What follows belongs to an exercise in optimizing a design on an open flow for small area, a short achievable clock period and few clock cycles per item; a production flow would make more cautious choices. Function was checked by simulation only, so behaviour that the tests miss may differ from the original. Power and IR drop assume default switching activity.

==> design.v <==
module frame_decoder #(
    parameter MAX_LEN = 64
) (
    input  wire       clk,
    input  wire       rst,
    input  wire       rx_valid,
    output wire       rx_ready,
    input  wire [7:0] rx_data,
    output reg        out_valid,
    input  wire       out_ready,
    output reg  [7:0] out_data,
    output reg  [1:0] out_status,
    output reg        out_last
);
    localparam MAX_SPAN = MAX_LEN + 3;   
    localparam QA       = 2;             
    localparam QD       = 1 << QA;
    localparam ST_OK      = 2'd0;
    localparam ST_BAD     = 2'd1;
    localparam ST_BAD_CRC = 2'd2;
    function [15:0] crc_step(input [15:0] c, input [7:0] b);
        reg [7:0] x;
        begin
            x = c[15:8] ^ b;
            x = x ^ (x >> 4);
            crc_step = (c << 8) ^ ({8'd0, x} << 12) ^ ({8'd0, x} << 5) ^ {8'd0, x};
        end
    endfunction
    reg        rdy;
    reg        v0;
    reg [7:0]  d0;
    assign rx_ready = rdy;
    always @(posedge clk) begin
        v0 <= rx_valid & rdy & ~rst;
        d0 <= rx_data;
    end
    reg        hunt;
    reg [6:0]  slen;      
    reg [6:0]  cnt;       
    reg [2:0]  nu;        
    reg [7:0]  u_new;     
    reg [7:0]  u_old;     
    reg [15:0] crc;       
    reg [7:0]  mem [0:63];
    reg [6:0]  wptr;      
    reg [6:0]  cptr;      
    reg [6:0]  rptr;      
    reg [1:0]  q_st  [0:QD-1];
    reg [6:0]  q_end [0:QD-1];
    reg [QA:0] qw, qr;
    wire       z       = (d0 == 8'h00);
    wire       acc     = v0 & ~hunt;
    wire       is_code = (cnt == 7'd0);
    wire       full    = (slen == MAX_SPAN);
    wire       take    = acc & ~z & ~full;
    wire       emit    = take & (~is_code | (slen != 7'd0));
    wire [7:0] e       = is_code ? 8'h00 : d0;
    wire       nu2     = (nu >= 3'd2);
    wire       wr      = emit & nu2;
    wire       close   = acc & z & (slen != 7'd0);
    wire       over    = acc & ~z & full;
    wire       bad     = (cnt != 7'd0) | (nu != 3'd6);
    wire       crc_ok  = (crc == {u_new, u_old});
    wire [1:0] verdict = over ? ST_BAD : bad ? ST_BAD : crc_ok ? ST_OK : ST_BAD_CRC;
    wire       push    = close | over;
    wire       commit  = close & ~bad & crc_ok;
    always @(posedge clk) begin
        if (wr) mem[wptr[5:0]] <= u_old;
        if (push) begin
            q_st[qw[QA-1:0]]  <= verdict;
            q_end[qw[QA-1:0]] <= wptr;
        end
    end
    always @(posedge clk) begin
        if (rst) begin
            hunt <= 1'b1;
            slen <= 7'd0;
            cnt  <= 7'd0;
            nu   <= 3'd0;
            crc  <= 16'hFFFF;
            wptr <= 7'd0;
            cptr <= 7'd0;
            qw   <= 0;
        end else if (v0) begin
            if (hunt) begin
                if (z) begin
                    hunt <= 1'b0;
                    slen <= 7'd0;
                    cnt  <= 7'd0;
                    nu   <= 3'd0;
                    crc  <= 16'hFFFF;
                end
            end else if (~z) begin
                if (full) begin
                    hunt <= 1'b1;
                    wptr <= cptr;
                    qw   <= qw + 1'b1;
                end else begin
                    slen <= slen + 1'b1;
                    if (is_code) cnt <= d0[7] ? 7'h7F : (d0[6:0] - 1'b1);
                    else         cnt <= cnt - 1'b1;
                    if (emit) begin
                        if (nu2) begin
                            crc  <= crc_step(crc, u_old);
                            wptr <= wptr + 1'b1;
                        end
                        u_old <= u_new;
                        u_new <= e;
                        if (nu != 3'd6) nu <= nu + 1'b1;
                    end
                end
            end else if (slen != 7'd0) begin
                hunt <= 1'b1;
                qw   <= qw + 1'b1;
                if (commit) cptr <= wptr;
                else        wptr <= cptr;
            end
        end
    end
    wire       q_empty  = (qw == qr);
    wire [1:0] h_st     = q_st[qr[QA-1:0]];
    wire [6:0] h_end    = q_end[qr[QA-1:0]];
    wire [6:0] rptr_n   = rptr + 1'b1;
    wire       r_last   = (rptr_n == h_end);
    wire       out_free = ~out_valid | out_ready;
    always @(posedge clk) begin
        if (rst) begin
            rptr      <= 7'd0;
            qr        <= 0;
            out_valid <= 1'b0;
            out_data  <= 8'h00;
            out_status<= ST_OK;
            out_last  <= 1'b0;
        end else if (out_free) begin
            out_valid <= ~q_empty;
            if (~q_empty) begin
                if (h_st == ST_OK) begin
                    out_data   <= mem[rptr[5:0]];
                    out_status <= ST_OK;
                    out_last   <= r_last;
                    rptr       <= rptr_n;
                    if (r_last) qr <= qr + 1'b1;
                end else begin
                    out_status <= h_st;
                    out_last   <= 1'b1;
                    qr         <= qr + 1'b1;
                end
            end
        end
    end
    wire [6:0]  used  = wptr - rptr;
    wire [QA:0] qused = qw - qr;
    always @(posedge clk) begin
        if (rst) rdy <= 1'b0;
        else     rdy <= ((cptr == rptr) | (used <= 7'd61)) & (qused <= QD - 2);
    end
endmodule
==> run.sh <==
#!/bin/bash
# synth_recipe.tcl (not shown) runs the flow's synth.tcl, then flattens the netlist and writes it again
# the make line also repeats each setting of config.mk as NAME=value (left out here)
make -C /OpenROAD-flow-scripts/flow DESIGN_CONFIG=/design/flow/config.mk WORK_HOME=/design/flow/orfs CLKGATE_MAP_FILE= SYNTH_SCRIPT=/design/flow/synth_recipe.tcl finish
==> constraint.sdc <==
create_clock -name core_clock -period 6.0 [get_ports {clk}]
set_input_delay 1.2000 -clock core_clock [delete_from_list [all_inputs] [get_ports {clk}]]
set_output_delay 1.2000 -clock core_clock [all_outputs]
set_load 0.01 [all_outputs]
==> config.mk <==
export PLATFORM = sky130hd
export DESIGN_NAME = frame_decoder
export DESIGN_NICKNAME = frame_decoder
export VERILOG_FILES = /design/flow/design.v
export SDC_FILE = /design/flow/constraint.sdc
export NUM_CORES = 4
export LEC_CHECK = 0
export CAP_MARGIN = 20
export CORE_MARGIN = 2
export CORE_UTILIZATION = 40
export PLACE_DENSITY = 0.6
export SLEW_MARGIN = 20
==> summary.txt <==
Yosys top cell area share 0.641; final hold violation count 0; number of CTS-inserted buffers 66; final cell count without fillers between 2,000 and 2,500; All-Layer GR Usage 0.179; clock latency (worst-skew pair) about 0.60 ns; initial antenna violation count 0; CP Data Required Time 6.22 ns; total gr overflow 0; Worst-path clk slew 0.06 ns; Multi-input gate area 0.00730 sq mm; area grow syn2layout 12.2%; max-slew violation count 0; Synth area leader edfxtp_1; Detailed Route Iter0 Violations about 1,200; RePlAce Congestion 0.827; CP Max Fanout 21; Hold Crit Class reg -> reg; unique cell type count in the Yosys netlist 70; Worst-Margin Slew 1.12 ns; status complete, no violations; Mapped Nets 1,504; CP Capture Type flop; post-DR wirelength/cell 24.6 um; Area contributors post-synth edfxtp_1, mux4_2, dfxtp_1, xnor2_1, nor2_1; first-pass GRT wire length 90.0 mm; DR pass1 iterations 5; Peak VDD IR 0.232 mV; root buffer cell clkbuf_16; placed cells 2,300; CTS resizes 0; total power about 8.9 mW; Synth Flop Type edfxtp_1; FF+latch area 0.0186 sq mm; number of port buffers 24; routed wire length between 50 and 60 mm; Worst setup SP type flop; chip width 261 um; Final Critical Period 4.18 ns; CTS Sinks between 600 and 700; CTS H-Tree Depth 3; DP HPWL 37.0 mm; Post-route DRC 0; core region area 0.0656 sq mm; Fill cells 5,599; met2 usage 0.288; global-route met3 utilization 0.0256; Vias/cell 5.55; buffer count from post-CTS setup fixing 0; Post-CTS Hold Fix Bufs 0; ANT nets after route 0; Final Setup Violations 0; Cells after Synth about 1,500; worst hold slack 0.459 ns; vias in the first global route 13,700; max frequency 239 MHz; Netlist Area Pre-Place 0.0264 sq mm; largest net degree at the start of global routing 67; crit path DAT between 4 and 5 ns; RSZ-0062 raised after global routing no; Post-synth EDFFs 564; Place WS 1.83 ns; Synth Area per Inst between 15 and 20 sq um; Ys Warns 1; #FFs+latches synth 649; CTS tree done; Starting Density 0.403; slew margin rel. 0.255; Std-Cell Rows 94; Final Cell Area between 0.02 and 0.03 sq mm; global route hottest layer met2; I/O pin count 25; max cap viols 0; setup TNS 0 ns; nets@finish 1,540; critical path class reg -> reg; fraction of synthesis flops using an asynchronous set or reset pin 0; # diodes 0; post-route clock period utilization 0.696; met1 GRT Util 0.256; die height 261 um; share of layout cells above drive strength 1 0.192; clock skew 0.0206 ns; via count around 13,000; LEAKAGE 9.24 nW; Final Util 0.452; DP Area approximately 0.028 sq mm; die area 0.0681 sq mm; maximum clock insertion buffer count 3; register area share after synthesis 0.705; final setup margin 1.82 ns; power per cell area 299 mW/mm^2
==> cell usage after synthesis (7+ instances only) <==
| master | number |
|---|---|
| edfxtp_1 | 564 |
| or3_1 | 16 |
| nor3_1 | 22 |
| a21oi_1 | 24 |
| nor2_1 | 127 |
| nor4_1 | 7 |
| buf_4 | 8 |
| dfxtp_1 | 85 |
| o211ai_1 | 10 |
| o21ai_1 | 13 |
| mux4_2 | 162 |
| o22ai_1 | 7 |
| mux2i_1 | 19 |
| a21o_1 | 7 |
| nor2b_1 | 8 |
| nand3_1 | 22 |
| o21ai_0 | 23 |
| xnor2_1 | 55 |
| buf_2 | 33 |
| nand2_1 | 36 |
| inv_1 | 26 |
| ha_1 | 22 |
| clkbuf_1 | 28 |
| and2_1 | 13 |
| and3_1 | 7 |
| xor2_1 | 24 |
| nand4_1 | 14 |
==> routing by layer <==
layer  share of wire  vias to the layer above
li1                -                     5908
met1            0.44                     7077
met2            0.49                      367
met3           0.054                       71
met4           0.019                        0
met5               0                        -
==> sequential cells by signal, summed over array words and instances, names as in the netlist, 7 cells and up, named ones only <==
name	count
mem	512
q_end	28
crc	16
d0	8
out_data	8
q_st	8
u_new	8
u_old	8
cnt	7
cptr	7
rptr	7
slen	7
wptr	7
==> area by class of cell <==
| type | instances | area share |
|---|---|---|
| clock inverter | 27 | 0.00818 |
| clock buffer | 91 | 0.0624 |
| inverter | 29 | 0.00367 |
| timing repair buffer | 46 | 0.0143 |
| sequential | 649 | 0.629 |
| multi-input combinational | 712 | 0.246 |
| tap | 864 | 0.0365 |
==> layout by cell type (no fill, tap or decap), types with 23 or more instances in the layout <==
cell type / netlist / final
edfxtp_1: 564 / 564
mux4_2: 162 / 162
nor2_1: 127 / 127
dfxtp_1: 85 / 82
clkbuf_16: 0 / 70
xnor2_1: 55 / 55
nand2_1: 36 / 36
inv_1: 26 / 25
a21oi_1: 24 / 24
xor2_1: 24 / 24
o21ai_0: 23 / 23
clkdlybuf4s50_1: 0 / 23
==> final timing paths <==
kind	to	start	slack, ns	cells past startpoint
setup / recovery	mem[33][3]	d0[0]	1.82	7
hold / removal	out_last	out_last	0.46	2
setup reg to reg	mem[33][3]	d0[0]	1.82	7
hold reg to reg	out_last	out_last	0.46	2
==> where the power goes <==
part / internal, mW / switching, mW / total, mW
combinational: 0.0122 / 0.0165 / 0.0287
sequential: 4.83 / 0.00463 / 4.84
clock: 2.34 / 1.66 / 4.00
total: 7.18 / 1.68 / 8.86
==> kinds of logic after synthesis <==
logic type | count (synthesis) | share of synthesized area
compound gates | 127 | 0.0322
xor+xnor | 83 | 0.0291
fa+ha+maj | 24 | 0.0119
buf+inv | 107 | 0.0185
flops | 649 | 0.705
mux | 185 | 0.149
simple gates | 293 | 0.0537
==> critical path, stage by stage (launching register included) <==
cell and delay (ns):
dfxtp_1 0.39, inv_1 0.11, ha_1 0.22, nand3_1 0.59
o2111ai_4 0.32, nor2_1 0.69, nand3_1 0.73, nor2_1 0.76
Testbench counts, summed over its fixed seeds: cycles 47,600, frames 1,200.

port drivers added, routing unchanged:
The flow's constraints put no driver on any port. The routed layout listed below was extracted and timed again, unchanged, in two steps.
Step 1 (the two cells are an assumption about what drives the block):
set clk [get_ports {clk}]
set_driving_cell -lib_cell sky130_fd_sc_hd__clkbuf_16 $clk
set_driving_cell -lib_cell sky130_fd_sc_hd__buf_2 [delete_from_list [all_inputs] $clk]
Step 2 moves the port delays by t, midway between the first and last clock arrival at a register: inputs arrive t later, outputs are due t later. That takes back most of the time a late clock gives input paths.
Slacks: ideal ports / drivers / drivers and shift; pairs: ideal ports / drivers.
shift t [ns]: 0.646
setup slack, ns: 1.824 / 1.824 / 1.824
hold slack, ns: 0.459 / 0.459 / 0.459
After both steps setup and hold are still met in this run. The setup slack of this run moves by 0.000 ns with the drivers and by 0.000 ns with both steps.
